This is an optimization exercise on Yosys and OpenROAD, whose aim is small area, a short achievable clock period and few clock cycles per item, not a production implementation. Power and IR drop assume default switching activity.

## alpha
Design s8b_decoder, start of the top module:
module s8b_decoder (
    input  wire        clk,
    input  wire        rst,
    input  wire        in_valid,
    output wire        in_ready,
    input  wire [63:0] in_word,
    output wire        out_valid,
    input  wire        out_ready,
    output wire [31:0] out_data,
    output wire        out_last,
    output wire [5:0]  out_width,
    output wire        err
);
    function s8b_pen;
        input [3:0] s;
        input [5:0] sh;
        case (s)
            4'd2: s8b_pen = (sh == 6'd58);
            4'd3: s8b_pen = (sh == 6'd56);
            4'd4: s8b_pen = (sh == 6'd54);
            4'd5: s8b_pen = (sh == 6'd52);
            4'd6: s8b_pen = (sh == 6'd50);
            4'd7: s8b_pen = (sh == 6'd48);
            4'd8: s8b_pen = (sh == 6'd42);
            4'd9: s8b_pen = (sh == 6'd40);
            4'd10: s8b_pen = (sh == 6'd40);
            4'd11: s8b_pen = (sh == 6'd36);
            4'd12: s8b_pen = (sh == 6'd30);
            4'd13: s8b_pen = (sh == 6'd20);
            4'd14: s8b_pen = (sh == 6'd0);
            default: s8b_pen = 1'b0;
        endcase
    endfunction
    reg        ov;           
    reg [31:0] od;           
    reg        ol;           
    reg [3:0]  maxsel;       
  ...
Size in the first run: ~460 cells after synthesis, roughly 57 flip-flops, roughly 110 I/O pins.
export LEC_CHECK = 0
export ABC_AREA = 1
export CAP_MARGIN = 20
export CORE_MARGIN = 2
export CORE_UTILIZATION = 55
export SETUP_SLACK_MARGIN = 4.0
export SLEW_MARGIN = 20
create_clock -name core_clock -period 7.5 [get_ports {clk}]
standard.sh (not shown) runs the stock make flow with config.mk's settings and CLKGATE_MAP_FILE= SYNTH_SCRIPT=/design/flow/synth_recipe.tcl, a recipe that flattens the netlist after the stock synthesis.
==> flow/flow/run.sh <==
#!/bin/bash
# Own layout flow: the standard ORFS flow with two changes.
#  1. Synthesis is the standard one (synth_recipe.tcl, same passes, same
#     registers); only the ABC script that maps the combinational logic to
#     cells is replaced by flow/abc.script (area-oriented mapping without the
#     buffering/upsizing passes of ORFS's script; timing is repaired later by
#     the standard flow as usual).
#     Yosys's full-adder extraction is skipped too (ADDER_MAP_FILE empty), so
#     ABC maps the adders along with the rest.
#  2. Port buffers are the smallest buffer (buf_1) instead of ORFS's default
#     pick; every port still gets its buffer, and repair upsizes them as needed.
# Each step's full output goes to a log file in this folder (and ORFS's own
# logs under orfs/logs/).
set -euo pipefail
W=$(pwd)
rm -rf "$W/scripts_own"
cp -r "$FLOW_HOME/scripts" "$W/scripts_own"
cp "$W/flow/abc.script" "$W/scripts_own/abc_area.script"
cp "$W/flow/abc.script" "$W/scripts_own/abc_speed.script"
bash standard.sh SCRIPTS_DIR="$W/scripts_own" ADDER_MAP_FILE= synth > "$W/run_synth.log" 2>&1
bash standard.sh "BUFFER_PORTS_ARGS=-buffer_cell sky130_fd_sc_hd__buf_1" finish > "$W/run_layout.log" 2>&1
==> flow/flow/abc.script <==
strash
ifraig
dc2
dc2
strash
&get -n
&dch -f
&nf -R 1000
&put
topo
alpha ended with every stage complete and zero timing, DRC or antenna violations.
Edits applied to the flow inputs when going from alpha to beta:
--- a/flow/design.v
+++ b/flow/design.v
@@ -423,20 +423,38 @@
         (maxsel == 4'd7) ? 6'd6 :
         (maxsel == 4'd8) ? 6'd7 :
         (maxsel == 4'd9) ? 6'd8 :
         (maxsel == 4'd10) ? 6'd10 :
         (maxsel == 4'd11) ? 6'd12 :
         (maxsel == 4'd12) ? 6'd15 :
         (maxsel == 4'd13) ? 6'd20 :
         (maxsel == 4'd14) ? 6'd30 :
         6'd60;
-    wire [5:0] sh_nx  = shamt + b;
-    wire       pen_nx = s8b_pen(sel, shamt);
+    reg  [3:0] sel_r;
+    always @(posedge clk)
+        if (adv) sel_r <= sel;
+    wire [5:0] b_r =
+        (sel_r == 4'd2) ? 6'd1 :
+        (sel_r == 4'd3) ? 6'd2 :
+        (sel_r == 4'd4) ? 6'd3 :
+        (sel_r == 4'd5) ? 6'd4 :
+        (sel_r == 4'd6) ? 6'd5 :
+        (sel_r == 4'd7) ? 6'd6 :
+        (sel_r == 4'd8) ? 6'd7 :
+        (sel_r == 4'd9) ? 6'd8 :
+        (sel_r == 4'd10) ? 6'd10 :
+        (sel_r == 4'd11) ? 6'd12 :
+        (sel_r == 4'd12) ? 6'd15 :
+        (sel_r == 4'd13) ? 6'd20 :
+        (sel_r == 4'd14) ? 6'd30 :
+        6'd60;
+    wire [5:0] sh_nx  = first_r ? b : shamt + b_r;
+    wire       pen_nx = first_r ? (sel == 4'd14) : s8b_pen(sel_r, shamt);
     assign out_valid = ov;
     assign out_data  = od;
     assign out_last  = ol;
     assign out_width = wdec;
     assign err       = err_r;
     always @(posedge clk) begin
         if (can_load)
             od <= value;
         if (adv) begin
[summary]
Number of sinks driven by the clock tree: beta > alpha
Total number of vias: beta worse than alpha
Relative to alpha, arithmetic-cell share of the synthesized area counting full adders, half adders and majority gates decreased by 0.80 points in beta.
When beta is set beside alpha, its non-clock buffering overhead in the final layout turns out to be 4.9 points smaller.
On reg-to-reg setup timing slack: between alpha and beta, it ends up higher for beta.
beta ended up with a lower all-layer global routing usage than alpha did.
alpha → beta: number of gates on the worst path with buffers counted decreased by 9 relative to the old numbers, iteration-0 DRC count of the detailed router fell about 34%, relative area of clock buffers and inverters in the final design picked up an extra 0.19 points.
Looking only at register clock-pin slew on the reported worst setup and hold paths, and setting everything else aside, the lower value of alpha and beta goes to beta.
Summary: total internal power, beta worse than alpha
Clock power grows by a few percent when moving from alpha to beta.
Worst setup timing slack at the placement stage delta for beta relative to alpha: 0.66 ns higher
Summary — buffer count from post-CTS setup fixing, beta relative to alpha: lower, by 20.
No run of this note included a check of the RTL's function; only the layout flow was run.

[re-timing with driven ports]
How much do the figures lean on ideal ports? The routed layouts below were timed once more, with nothing changed but the port constraints. Step 1 assumes that a clkbuf_16 drives the clock port and a buf_2 every other input. Step 2 times the ports against the registers' clock, not the clock port: input delays grow and output delays shrink by t, the midpoint of the rising clock arrivals with the driver on. Three values: ideal, step 1, step 2; two values: the first two.
| run | t, ns | setup WS [ns] | worst setup path at the end |
|---|---|---|---|
| alpha | 0.380 | 3.773 / 3.741 / 3.361 | input to register |
| beta | 0.369 | 3.941 / 3.901 / 3.725 | input to register |
After both steps every run listed still meets setup and hold. For alpha, which loses most, drivers alone change the setup slack by -0.032 ns; drivers and shift together by -0.412 ns.
